Source: an optimization exercise on an open RTL-to-GDS flow (aim: small area). Production flows keep margins and buffers that such runs may drop.
Where RTL was checked, it was by simulation tests only, not by an equivalence proof against the original.
No activity file was given, so power comes from the tool's default toggle rates.

==> run a: inputs <==
==> flow/design.v (excerpt) <==
module ook_codec (
    input  wire        clk,
    input  wire        rst_n,
    input  wire [3:0]  reg_addr,      
    input  wire        reg_wr,
    input  wire        reg_rd,
    input  wire [31:0] reg_wdata,
    output reg  [31:0] reg_rdata,
    input  wire [31:0] now_us,
    input  wire        edge_valid,
    output wire        pin_dir,
    output wire        pin_out,
    output wire        edge_en,
    output reg         pin_release
);
make LEC_CHECK=0 CAP_MARGIN=20 CORE_MARGIN=2 CORE_UTILIZATION=45 CTS_BUF_LIST=sky130_fd_sc_hd__clkbuf_8 CTS_CLUSTER_DIAMETER=50 CTS_CLUSTER_SIZE=16 GPL_ROUTABILITY_DRIVEN=1 PLACE_DENSITY=0.6 SLEW_MARGIN=20 finish   # period 20.0 ns
run.sh (not shown) runs the stock make flow with config.mk's settings and CLKGATE_MAP_FILE= SYNTH_SCRIPT=/design/flow/synth_recipe.tcl, a recipe that flattens the netlist after the stock synthesis.
==> run b (differences from run a) <==
--- a/flow/design.v
+++ b/flow/design.v
@@ -4,10 +4,11 @@
     input  wire        ev_valid,
     input  wire [31:0] now_us,
     output wire        busy,
     input  wire [7:0]  tol_pct,
     output reg         pub_valid,
+    output reg  [31:0] rx_seq,        
     output reg  [32:0] pub_code,
     output reg  [5:0]  pub_bitlen,
     output reg         pub_p2,
     output reg  [31:0] pub_time,
     output reg  [28:0] pub_unit
@@ -34,14 +35,16 @@
     reg [3:0]  mdly;          
     reg [1:0]  mcy;           
     reg [28:0] ud;            
     reg [4:0]  urem;          
     reg [28:0] rem;
+    reg        fex;           
     reg [10:0] quo;
     reg [5:0]  cnt;
     reg        pp;            
     reg        nz1, nz2;      
+    reg        seq_cy;        
     reg        g_gap;         
     reg        g_near;        
     reg [NSLOT*SW-1:0] ring;
     reg [6:0]  ptr;           
     assign busy = (state != S_IDLE);
@@ -71,11 +74,11 @@
     wire [29:0] tsub;
     wire        ge;
     ook_rca #(30) u_div (.a(trial), .b(~{1'b0, ud}), .ci(1'b1), .s(tsub), .co(ge));
     wire [9:0]  fq    = quo[9:0];
     wire        fsat  = quo[10];
-    wire        fex   = (rem == 29'd0);
+    wire [28:0] rem_nx = ge ? tsub[28:0] : trial[28:0];
     function [8:0] thr;
         input [9:0] f;
         input       ex;
         input [9:0] kk;
         reg   [10:0] t;
@@ -132,17 +135,17 @@
         if (state == S_MUL) begin
             xd   <= {msum[0], xd[36:1]};
             mdly <= {mdly[2:0], xd[0]};
             mcy  <= msum[2:1];
         end
+        rem <= (state == S_DIV && cnt[3] & cnt[1] & cnt[0]) ? {1'b0, xd[36:9]} : rem_nx;
         if (state == S_DIV) begin
             if (cnt[3] & cnt[1] & cnt[0]) begin          
-                rem <= {1'b0, xd[36:9]};
                 quo <= 11'd0;
             end else begin
-                rem <= ge ? tsub[28:0] : trial[28:0];
                 quo <= {quo[9:0], ge};
+                fex <= (rem_nx == 29'd0);
             end
         end
         if (state == S_IDLE)
             xd <= {5'd0, now_us};
         if (state == S_CAP1)
@@ -172,10 +175,11 @@
             pub_code     <= 33'd0;
             pub_bitlen   <= 6'd0;
             pub_p2       <= 1'b0;
             pub_time     <= 32'd0;
             pub_unit     <= 29'd0;
+            rx_seq       <= 32'd0;
         end else begin
             pub_valid <= 1'b0;
             ptr <= (ptr == 7'd65) ? 7'd0 : ptr + 7'd1;
             if (cnt != 6'd0)
                 cnt <= cnt - 6'd1;
@@ -242,21 +246,25 @@
                             pub_valid  <= 1'b1;
                             pub_p2     <= !nz1_n;
                             pub_code   <= 33'd0;
                             pub_bitlen <= npairs;
                             pub_time   <= last_ts;
+                            seq_cy     <= 1'b1;
                             cnt        <= 6'd32;
                             state      <= S_PUB;
                         end else begin
                             change_count <= 7'd1;
                             state        <= S_IDLE;
                         end
                     end
                 end
                 S_PUB: begin
-                    if (cnt != 6'd0)
+                    if (cnt != 6'd0) begin
                         pub_unit <= {pub_unit[27:0], uge};
+                        rx_seq   <= {rx_seq[0] ^ seq_cy, rx_seq[31:1]};
+                        seq_cy   <= rx_seq[0] & seq_cy;
+                    end
                     if (h_used && (ptr[0] == pub_p2))
                         pub_code <= h_b0 ? {pub_code[31:0], 1'b0} :
                                     h_b1 ? {pub_code[31:0], 1'b1} : 33'd0;
                     if (ptr == 7'd65) begin
                         change_count <= 7'd1;
@@ -349,11 +357,10 @@
     reg [5:0]  cfg_width;
     reg [3:0]  cfg_proto;
     reg [7:0]  cfg_repeat;
     reg [15:0] cfg_pulse;
     reg [7:0]  tol_pct;
-    reg [31:0] rx_seq;
     reg [15:0] wave_pulse;
     reg        wave_p2;
     reg [1:0]  wave_kind;     
     reg [3:0]  raddr_q;
     reg [31:0] tx_code;
@@ -368,10 +375,11 @@
     assign pin_dir = (mode == M_TX);
     assign edge_en = (mode == M_RX);
     assign pin_out = busy & ~tx_low;
     wire        rx_busy;
     wire        pub_valid;
+    wire [31:0] rx_seq;
     wire [32:0] pub_code;
     wire [5:0]  pub_bitlen;
     wire        pub_p2;
     wire [31:0] pub_time;
     wire [28:0] pub_unit;
@@ -382,10 +390,11 @@
         .ev_valid   (edge_cap),
         .now_us     (now_us),
         .busy       (rx_busy),
         .tol_pct    (tol_pct),
         .pub_valid  (pub_valid),
+        .rx_seq     (rx_seq),
         .pub_code   (pub_code),
         .pub_bitlen (pub_bitlen),
         .pub_p2     (pub_p2),
         .pub_time   (pub_time),
         .pub_unit   (pub_unit)
@@ -466,11 +475,10 @@
             cfg_width    <= 6'd24;
             cfg_proto    <= 4'd1;
             cfg_repeat   <= 8'd10;
             cfg_pulse    <= 16'd350;
             tol_pct      <= 8'd20;
-            rx_seq       <= 32'd0;
             wave_pulse   <= 16'd0;
             wave_p2      <= 1'b0;
             wave_kind    <= 2'd0;
             pin_release  <= 1'b0;
         end else begin
@@ -495,14 +503,12 @@
                     tx_rep_left <= tx_rep_left - 8'd1;
                 end
             end
             if (edge_cap && rx_busy)
                 rx_ovf <= 1'b1;
-            if (pub_valid) begin
-                rx_seq   <= rx_seq + 32'd1;
+            if (pub_valid)
                 rx_valid <= 1'b1;
-            end
             if (reg_wr) begin
                 case (reg_addr)
                     A_TX_CODE:  tx_code_r <= reg_wdata;
                     A_TX_CFG: begin
                         cfg_width  <= reg_wdata[5:0];
--- a/flow/config.mk
+++ b/flow/config.mk
@@ -3,10 +3,11 @@
 export DESIGN_NICKNAME = ook_codec
 export VERILOG_FILES = /design/flow/design.v
 export SDC_FILE = /design/flow/constraint.sdc
 export NUM_CORES = 4
 export LEC_CHECK = 0
+export ABC_AREA = 1
 export CAP_MARGIN = 20
 export CORE_MARGIN = 2
 export CORE_UTILIZATION = 45
 export CTS_BUF_LIST = sky130_fd_sc_hd__clkbuf_8
 export CTS_CLUSTER_DIAMETER = 50
==> run c (differences from run a) <==
--- a/flow/design.v
+++ b/flow/design.v
@@ -4,10 +4,11 @@
     input  wire        ev_valid,
     input  wire [31:0] now_us,
     output wire        busy,
     input  wire [7:0]  tol_pct,
     output reg         pub_valid,
+    output reg  [31:0] rx_seq,        
     output reg  [32:0] pub_code,
     output reg  [5:0]  pub_bitlen,
     output reg         pub_p2,
     output reg  [31:0] pub_time,
     output reg  [28:0] pub_unit
@@ -34,14 +35,16 @@
     reg [3:0]  mdly;          
     reg [1:0]  mcy;           
     reg [28:0] ud;            
     reg [4:0]  urem;          
     reg [28:0] rem;
+    reg        fex;           
     reg [10:0] quo;
     reg [5:0]  cnt;
     reg        pp;            
     reg        nz1, nz2;      
+    reg        seq_cy;        
     reg        g_gap;         
     reg        g_near;        
     reg [NSLOT*SW-1:0] ring;
     reg [6:0]  ptr;           
     assign busy = (state != S_IDLE);
@@ -71,11 +74,11 @@
     wire [29:0] tsub;
     wire        ge;
     ook_rca #(30) u_div (.a(trial), .b(~{1'b0, ud}), .ci(1'b1), .s(tsub), .co(ge));
     wire [9:0]  fq    = quo[9:0];
     wire        fsat  = quo[10];
-    wire        fex   = (rem == 29'd0);
+    wire [28:0] rem_nx = ge ? tsub[28:0] : trial[28:0];
     function [8:0] thr;
         input [9:0] f;
         input       ex;
         input [9:0] kk;
         reg   [10:0] t;
@@ -132,17 +135,17 @@
         if (state == S_MUL) begin
             xd   <= {msum[0], xd[36:1]};
             mdly <= {mdly[2:0], xd[0]};
             mcy  <= msum[2:1];
         end
+        rem <= (state == S_DIV && cnt[3] & cnt[1] & cnt[0]) ? {1'b0, xd[36:9]} : rem_nx;
         if (state == S_DIV) begin
             if (cnt[3] & cnt[1] & cnt[0]) begin          
-                rem <= {1'b0, xd[36:9]};
                 quo <= 11'd0;
             end else begin
-                rem <= ge ? tsub[28:0] : trial[28:0];
                 quo <= {quo[9:0], ge};
+                fex <= (rem_nx == 29'd0);
             end
         end
         if (state == S_IDLE)
             xd <= {5'd0, now_us};
         if (state == S_CAP1)
@@ -172,10 +175,11 @@
             pub_code     <= 33'd0;
             pub_bitlen   <= 6'd0;
             pub_p2       <= 1'b0;
             pub_time     <= 32'd0;
             pub_unit     <= 29'd0;
+            rx_seq       <= 32'd0;
         end else begin
             pub_valid <= 1'b0;
             ptr <= (ptr == 7'd65) ? 7'd0 : ptr + 7'd1;
             if (cnt != 6'd0)
                 cnt <= cnt - 6'd1;
@@ -242,21 +246,25 @@
                             pub_valid  <= 1'b1;
                             pub_p2     <= !nz1_n;
                             pub_code   <= 33'd0;
                             pub_bitlen <= npairs;
                             pub_time   <= last_ts;
+                            seq_cy     <= 1'b1;
                             cnt        <= 6'd32;
                             state      <= S_PUB;
                         end else begin
                             change_count <= 7'd1;
                             state        <= S_IDLE;
                         end
                     end
                 end
                 S_PUB: begin
-                    if (cnt != 6'd0)
+                    if (cnt != 6'd0) begin
                         pub_unit <= {pub_unit[27:0], uge};
+                        rx_seq   <= {rx_seq[0] ^ seq_cy, rx_seq[31:1]};
+                        seq_cy   <= rx_seq[0] & seq_cy;
+                    end
                     if (h_used && (ptr[0] == pub_p2))
                         pub_code <= h_b0 ? {pub_code[31:0], 1'b0} :
                                     h_b1 ? {pub_code[31:0], 1'b1} : 33'd0;
                     if (ptr == 7'd65) begin
                         change_count <= 7'd1;
@@ -349,11 +357,10 @@
     reg [5:0]  cfg_width;
     reg [3:0]  cfg_proto;
     reg [7:0]  cfg_repeat;
     reg [15:0] cfg_pulse;
     reg [7:0]  tol_pct;
-    reg [31:0] rx_seq;
     reg [15:0] wave_pulse;
     reg        wave_p2;
     reg [1:0]  wave_kind;     
     reg [3:0]  raddr_q;
     reg [31:0] tx_code;
@@ -368,10 +375,11 @@
     assign pin_dir = (mode == M_TX);
     assign edge_en = (mode == M_RX);
     assign pin_out = busy & ~tx_low;
     wire        rx_busy;
     wire        pub_valid;
+    wire [31:0] rx_seq;
     wire [32:0] pub_code;
     wire [5:0]  pub_bitlen;
     wire        pub_p2;
     wire [31:0] pub_time;
     wire [28:0] pub_unit;
@@ -382,10 +390,11 @@
         .ev_valid   (edge_cap),
         .now_us     (now_us),
         .busy       (rx_busy),
         .tol_pct    (tol_pct),
         .pub_valid  (pub_valid),
+        .rx_seq     (rx_seq),
         .pub_code   (pub_code),
         .pub_bitlen (pub_bitlen),
         .pub_p2     (pub_p2),
         .pub_time   (pub_time),
         .pub_unit   (pub_unit)
@@ -466,11 +475,10 @@
             cfg_width    <= 6'd24;
             cfg_proto    <= 4'd1;
             cfg_repeat   <= 8'd10;
             cfg_pulse    <= 16'd350;
             tol_pct      <= 8'd20;
-            rx_seq       <= 32'd0;
             wave_pulse   <= 16'd0;
             wave_p2      <= 1'b0;
             wave_kind    <= 2'd0;
             pin_release  <= 1'b0;
         end else begin
@@ -495,14 +503,12 @@
                     tx_rep_left <= tx_rep_left - 8'd1;
                 end
             end
             if (edge_cap && rx_busy)
                 rx_ovf <= 1'b1;
-            if (pub_valid) begin
-                rx_seq   <= rx_seq + 32'd1;
+            if (pub_valid)
                 rx_valid <= 1'b1;
-            end
             if (reg_wr) begin
                 case (reg_addr)
                     A_TX_CODE:  tx_code_r <= reg_wdata;
                     A_TX_CFG: begin
                         cfg_width  <= reg_wdata[5:0];
==> flow/flow/run.sh (new file) <==
#!/bin/bash
# The standard layout (standard.sh, all steps), with clock tree synthesis run
# without dummy loads. The make output goes to standard.log in the work folder;
# each ORFS step keeps its own log under orfs/logs/.
set -euo pipefail
export CTS_ARGS="-sink_clustering_enable -repair_clock_nets -buf_list sky130_fd_sc_hd__clkbuf_8 -sink_clustering_size 16 -sink_clustering_max_diameter 50 -dont_use_dummy_load"
bash standard.sh > standard.log 2>&1
==> flow/standard.sh (new file) <==
#!/bin/bash
# synth_recipe.tcl (not shown) runs the flow's synth.tcl, then flattens the netlist and writes it again
# the make line also repeats each setting of config.mk as NAME=value (left out here)
make -C /OpenROAD-flow-scripts/flow DESIGN_CONFIG=/design/flow/config.mk WORK_HOME=/design/flow/orfs CLKGATE_MAP_FILE= SYNTH_SCRIPT=/design/flow/synth_recipe.tcl "${@:-finish}"
removed: flow/run.sh
==> comparison table <==
item                                                             run c         run b         run a
Logic power comb                                              0.923 mW      0.424 mW       1.40 mW
Detailed-route wire length                                   127400 um     131000 um     131800 um
Power Total                                                   6.158 mW      5.779 mW      7.125 mW
Number of logic inverters in the finished layout                   234           567           225
Power in the clock group                                       1.66 mW       2.00 mW       2.05 mW
Final core occ                                                  49.25%        49.94%        50.33%
Routed length on met3                                          8163 um       8899 um       8174 um
Initial Utilization                                             45.28%        45.20%        45.45%
Run status                            no timing/DRC/antenna violations  no timing/DRC/antenna violations  no timing/DRC/antenna violations
Maximum resistive drop on vdd                             0.00006185 V  0.00007659 V  0.00008432 V
Final critical delay including setup and external delays      16.41 ns      16.97 ns      16.21 ns
Multiplexer area fraction after synthesis                       4.119%      0.09361%        3.670%
Period Utilization, post-route                                  82.04%        84.86%        81.07%
The RTL of run a was laid out without a check of its function.

what the ideal ports hide:
How much do the figures lean on ideal ports? The routed layouts below were timed once more, with nothing changed but the port constraints.
Step 1 assumes that a clkbuf_16 drives the clock port and a buf_2 every other input.
Step 2 adds t to the input delays and takes it off the output delays; t is the mean of the earliest and latest rising clock arrival at the registers after step 1. Input paths then give back, and output paths get back, about the clock's delay inside the block.
a / b / c = ideal ports / drivers / drivers and shift; a / b = the first two.
run | t, ns | setup WS [ns] | hold slack, ns | worst data-port slew with drivers (ns)
run a | 0.930 | 3.786 / 3.786 / 3.786 | 0.310 / 0.310 / 0.310 | 0.05
run b | 0.929 | 3.028 / 3.028 / 3.028 | 0.291 / 0.291 / 0.291 | 0.07
run c | 0.889 | 3.591 / 3.591 / 3.465 | 0.243 / 0.243 / 0.243 | 0.04
After both steps every run listed still meets setup and hold. For run c, which loses most, drivers alone change the setup slack by 0.000 ns; drivers and shift together by -0.126 ns.
